From an optimization exercise on the open Yosys and OpenROAD flow, aimed at small area, a short achievable clock period and few clock cycles per item; shortcuts taken in it are not production practice. Where RTL was checked, it was by simulation tests only, not by an equivalence proof against the original. No activity file was given, so power comes from the tool's default toggle rates.

run X:
==> flow/design.v (excerpt) <==
module cidr_core (
    input  wire         clk,
    input  wire         rst,
    input  wire         cmd_valid,
    output wire         cmd_ready,
    input  wire [31:0]  cmd_word,
    input  wire [127:0] cmd_addr,
    output wire         rsp_valid,
    input  wire         rsp_ready,
    output wire [2:0]   rsp_status,
    output wire         rsp_info,
    output wire         rsp_flag,
    output wire [128:0] rsp_data
);
Size in the first run: roughly 4200 cells after synthesis, about 900 flip-flops, ~300 I/O pins.
Settings: LEC_CHECK=0, ABC_AREA=1, CAP_MARGIN=20, CORE_MARGIN=2, CORE_UTILIZATION=40, CTS_BUF_LIST=sky130_fd_sc_hd__clkbuf_16, CTS_CLUSTER_DIAMETER=80, CTS_CLUSTER_SIZE=24, SETUP_SLACK_MARGIN=3.5, SLEW_MARGIN=20, TNS_END_PERCENT=0; clock period 6.0 ns.
standard.sh (not shown) runs the stock make flow with config.mk's settings and CLKGATE_MAP_FILE= SYNTH_SCRIPT=/design/flow/synth_recipe.tcl, a recipe that flattens the netlist after the stock synthesis.
==> flow/flow/run.sh <==
#!/bin/bash
# The standard layout (standard.sh, unchanged steps and settings), except
# that each input and output port is buffered with a plain buf_2 rather
# than the delay cell buffer_ports picks by default. make's full output
# goes to flow.log here; each ORFS step also keeps its own log under
# orfs/logs/.
set -euo pipefail
export BUFFER_PORTS_ARGS="-buffer_cell sky130_fd_sc_hd__buf_2"
bash standard.sh > flow.log 2>&1
Testbench counts of run X, summed over its fixed seeds: cycles 4,816, items 4,800.
Inputs modified between run X and run H:
diff --git a/flow/design.v b/flow/design.v
--- a/flow/design.v
+++ b/flow/design.v
@@ -42,31 +42,34 @@
     wire d_rdp    = (op == 4'h6) & rd_ok;
     wire d_rdm    = (op == 4'h7) & rd_ok;
     wire d_bsz    = (op == 4'h8) & rd_ok;
     wire d_free   = (op == 4'h9) & zero_ok & (fam == 2'd0) & (rs == 2'd0) & plen_z;
     wire d_sent  = (plen_f == 16'hFFFF);
     wire p_small = ~plen_f[15] & (plen_f[14:8] == 7'd0);
     wire d_le32  = p_small & (plen_f[7:6] == 2'd0) & (~plen_f[5] | (plen_f[4:0] == 5'd0));
     wire d_le128 = p_small & (~plen_f[7] | (plen_f[6:0] == 7'd0));
     wire [127:0] d_addr = {cmd_addr[127:96] & {32{~d_repfx}},
                            cmd_addr[95:0] & {96{fam[0] & ~d_repfx}}};
-    wire [127:0] d_therm;
-    generate
-        for (gi = 0; gi < 128; gi = gi + 1) begin : g_dtherm
-            assign d_therm[127 - gi] = plen_f[7] | (plen_f[6:0] > gi);
-        end
-    endgenerate
-    wire [127:0] d_stray = cmd_addr & ~d_therm & {{32{1'b1}}, {96{fam[0]}}};
+    wire [127:0] d_op = cmd_addr & {{32{1'b1}}, {96{fam[0]}}};
     wire [15:0]  d_lsp;
     generate
         for (gi = 0; gi < 16; gi = gi + 1) begin : g_lsp
-            assign d_lsp[gi] = |d_stray[gi*8 +: 8];
+            wire [7:0] grp  = {d_op[127 - gi*8 - 7], d_op[127 - gi*8 - 6],
+                               d_op[127 - gi*8 - 5], d_op[127 - gi*8 - 4],
+                               d_op[127 - gi*8 - 3], d_op[127 - gi*8 - 2],
+                               d_op[127 - gi*8 - 1], d_op[127 - gi*8]};
+            wire [7:0] tail = {8{plen_f[7:3] == gi}} &
+                              {plen_f[2:0] <= 3'd7, plen_f[2:0] <= 3'd6,
+                               plen_f[2:0] <= 3'd5, plen_f[2:0] <= 3'd4,
+                               plen_f[2:0] <= 3'd3, plen_f[2:0] <= 3'd2,
+                               plen_f[2:0] <= 3'd1, plen_f[2:0] == 3'd0};
+            assign d_lsp[gi] = ((plen_f[7:3] < gi) & (|grp)) | (|(grp & tail));
         end
     endgenerate
     reg [127:0] a_addr;
     reg [15:0]  a_lsp;
     reg         a_mask, a_load, a_repfx, a_match, a_rdb, a_rdp, a_rdm, a_bsz, a_free;
     reg [1:0]   a_fam;
     reg [3:0]   a_rs;                
     reg [3:0]   a_bs;                
     reg [3:0]   a_rm;                
     reg         a_mask_ok;           
Findings:
Run X -> run H: global-route wire length before repair decreased by a few percent. For run X, the type of the setup path with the least slack was flop to flop, unlike run H, where it was primary input to flop. On run H: post-route clock period utilization is 2.6 points higher than what run X gave. Fraction of power consumed by combinational cells (higher): run X. Storage element area delta (run X -> run H): insignificant. As far as CTS clock-pin slew for the worst setup and hold paths is concerned, run X and run H perform about the same. Summary of run H over run X: multi-input combinational gate total fell by 127; buffers plus inverters on the worst setup path went down by 1; final cell count lost 182; horizontal die dimension closely matched the old numbers. When the final numbers for run H and run X were put side by side, the compound-gate portion of the synthesized area turned out to be greater in run H. From run X to run H the numbers moved as follows: mapped cell area shows a reduction of 0.39%, overall track demand over capacity in global routing shows a reduction of 0.86 points. Taking run X as the reference point, the final setup slack of the worst path of run H falls by 0.15 ns. On die outline height, run X tracks run H almost exactly.
The RTL of run H was laid out without a check of its function.

========
cidr_core, a different RTL version from the one above (not shown whole).
Size in the first run: roughly 3300 cells after synthesis, about 300 I/O pins.
Settings: LEC_CHECK=0, CAP_MARGIN=20, CORE_MARGIN=2, CORE_UTILIZATION=40, CTS_BUF_LIST=sky130_fd_sc_hd__clkbuf_16, CTS_CLUSTER_DIAMETER=80, CTS_CLUSTER_SIZE=24, SETUP_SLACK_MARGIN=3.0, SLEW_MARGIN=20, TNS_END_PERCENT=0; clock period 6.0 ns.
run.sh (not shown) runs the stock make flow with config.mk's settings and CLKGATE_MAP_FILE= SYNTH_SCRIPT=/design/flow/synth_recipe.tcl, a recipe that flattens the netlist after the stock synthesis.
Stock flow here: none of the scripts above is used.
The first run finished clean.
Rerun with:
--- a/flow/design.v
+++ b/flow/design.v
@@ -62,18 +62,19 @@
             assign d_lsp[gi] = |d_stray[gi*8 +: 8];
         end
     endgenerate
     reg [127:0] a_addr;
     reg [15:0]  a_lsp;
     reg         a_mask, a_load, a_repfx, a_match, a_rdb, a_rdp, a_rdm, a_bsz, a_free;
     reg [1:0]   a_fam;
     reg [3:0]   a_rs;                
     reg [3:0]   a_bs;                
+    reg [3:0]   a_rm;                
     reg [3:0]   a_rd;                
     reg [7:0]   a_p;
     reg         a_sent, a_le32, a_le128;
     always @(posedge clk) begin
         if (rst)
             a_v <= 1'b0;
         else if (a_en)
             a_v <= cmd_valid;
     end
@@ -87,18 +88,19 @@
             a_match <= d_match;
             a_rdb   <= d_rdb;
             a_rdp   <= d_rdp;
             a_rdm   <= d_rdm;
             a_bsz   <= d_bsz;
             a_free  <= d_free;
             a_fam   <= fam;
             a_rs    <= {rs == 2'd3, rs == 2'd2, rs == 2'd1, rs == 2'd0};
             a_bs    <= {rs == 2'd3, rs == 2'd2, rs == 2'd1, rs == 2'd0} & {4{~d_load}};
+            a_rm    <= {rs == 2'd3, rs == 2'd2, rs == 2'd1, rs == 2'd0} & {4{~d_mask}};
             a_rd    <= {rd == 2'd3, rd == 2'd2, rd == 2'd1, rd == 2'd0};
             a_p     <= plen_f[7:0];
             a_sent  <= d_sent;
             a_le32  <= d_le32;
             a_le128 <= d_le128;
         end
     end
     wire a_legal = a_mask | a_load | a_repfx | a_match | a_rdb | a_rdp |
                    a_rdm | a_bsz | a_free;
@@ -133,23 +135,39 @@
     wire op_fam   = a_repfx ? src_fam : a_fam[0];
     wire p_in_w   = op_fam ? a_le128 : a_le32;
     wire rng_ok   = a_sent | p_in_w;
     wire l_stray  = |a_lsp;
     wire r_stray  = src_any & ~a_p[7] & ge7(src_last, a_p[6:0]);
     wire con      = (a_load & ~a_fam[1]) | (a_repfx & src_valid);
     wire con_rng  = con & ~rng_ok;
     wire con_str  = con & rng_ok & (a_load ? l_stray : r_stray);
     wire wr_ok    = con & rng_ok & ~(a_load ? l_stray : r_stray);
-    wire [7:0]   tin = a_p | (src_plen & {8{~a_mask}});
+    function [31:0] pdec;
+        input [7:0] p;
+        integer k;
+        begin
+            for (k = 0; k < 8; k = k + 1) begin
+                pdec[k]     = p[7] | (p[6:4] > k);
+                pdec[8 + k] = ~p[7] & (p[6:4] == k);
+            end
+            for (k = 0; k < 16; k = k + 1)
+                pdec[16 + k] = p[3:0] > k;
+        end
+    endfunction
+    wire [31:0] pd_sel = ({32{a_rm[0]}} & pdec(slot_plen[0])) |
+                         ({32{a_rm[1]}} & pdec(slot_plen[1])) |
+                         ({32{a_rm[2]}} & pdec(slot_plen[2])) |
+                         ({32{a_rm[3]}} & pdec(slot_plen[3])) |
+                         ({32{a_mask}}  & pdec(a_p));
     wire [127:0] m_therm;
     generate
         for (gi = 0; gi < 128; gi = gi + 1) begin : g_mtherm
-            assign m_therm[127 - gi] = tin[7] | (tin[6:0] > gi);
+            assign m_therm[127 - gi] = pd_sel[gi / 16] | (pd_sel[8 + gi / 16] & pd_sel[16 + gi % 16]);
         end
     endgenerate
     wire [127:0] mm = x & m_therm;
     wire         n_mok = a_match & src_valid & (a_fam == {1'b0, src_fam});
     wire [3:0]   n_mm;
     generate
         for (gi = 0; gi < 4; gi = gi + 1) begin : g_mm
             assign n_mm[gi] = ~n_mok | (|mm[gi*32 +: 32]);
         end
@@ -236,24 +254,26 @@
     reg [2:0]   q_status;
     reg         q_info;
     reg [3:0]   q_mm;        
     reg [128:0] q_data;
     wire ok_rd  = src_valid;
     wire k_mask = (a_mask & ~a_fam[1] & (a_fam[0] ? a_le128 : a_le32)) | (a_rdm & ok_rd);
     wire k_base = a_rdb & ok_rd;
     wire k_plen = a_rdp & ok_rd;
     wire k_bsz  = a_bsz & ok_rd;
-    wire [128:0] oh  = {1'b1, m_therm} & ~{m_therm, 1'b0};
-    wire [128:0] bsz = src_fam ? oh : {96'd0, oh[128:96]};
+    wire [128:0] oh   = {1'b1, m_therm} & ~{m_therm, 1'b0};
+    wire         k_b6 = k_bsz & src_fam;
+    wire         k_b4 = k_bsz & ~src_fam;
     wire [128:0] n_data = ({129{k_mask}} & {1'b0, m_therm}) |
                           ({129{k_base}} & {1'b0, src_base}) |
                           ({129{k_plen}} & {121'd0, src_plen}) |
-                          ({129{k_bsz}}  & bsz);
+                          ({129{k_b6}}   & oh) |
+                          ({129{k_b4}}   & {96'd0, oh[128:96]});
     always @(posedge clk) begin
         if (rst)
             rsp_v <= 1'b0;
         else if (adv)
             rsp_v <= a_v;
     end
     always @(posedge clk) begin
         if (a_go) begin
             q_status <= n_status;
Outcome: Total power goes down by 1.8%. Sequential cell count rose by 1. Critical path depth rose by 1. Cell count goes down by 0.34%. Wire length shrinks by 8.3%. Register-to-register slack improves by 0.03 ns. Hold slack stays flat. Clock-buffer cell count stays the same.
Testbench counts after the change, summed over its fixed seeds: cycles 4,816, items 4,800.
Function not checked in the first run of this note: the RTL went through the layout flow alone.

==> afterwards: timing with drivers on the ports <==
Ports are ideal in the flow. The routed layouts listed here were re-timed in OpenROAD. Step 1 sets driving cells, clkbuf_16 on the clock port and buf_2 on the other inputs (assumed; they add their load-dependent delay and slew). Step 2 times the ports against the registers' clock, not the clock port: input delays grow and output delays shrink by t, the midpoint of the rising clock arrivals with the driver on. Slacks: no drivers / after step 1 / after step 2; pairs: no drivers / after step 1.
run | shift t [ns] | setup WS [ns] | worst setup path at the end
run X | 0.710 | 3.077 / 3.054 / 2.454 | input to register
run H | 0.716 | 2.922 / 2.872 / 2.248 | input to register
the first run of note 2 | 0.732 | 2.602 / 2.602 / 2.098 | input to register
the second run of note 2 | 0.732 | 2.631 / 2.631 / 2.091 | input to register
After both steps every run listed still meets setup and hold. For run H, which loses most, drivers alone change the setup slack by -0.050 ns; drivers and shift together by -0.674 ns.
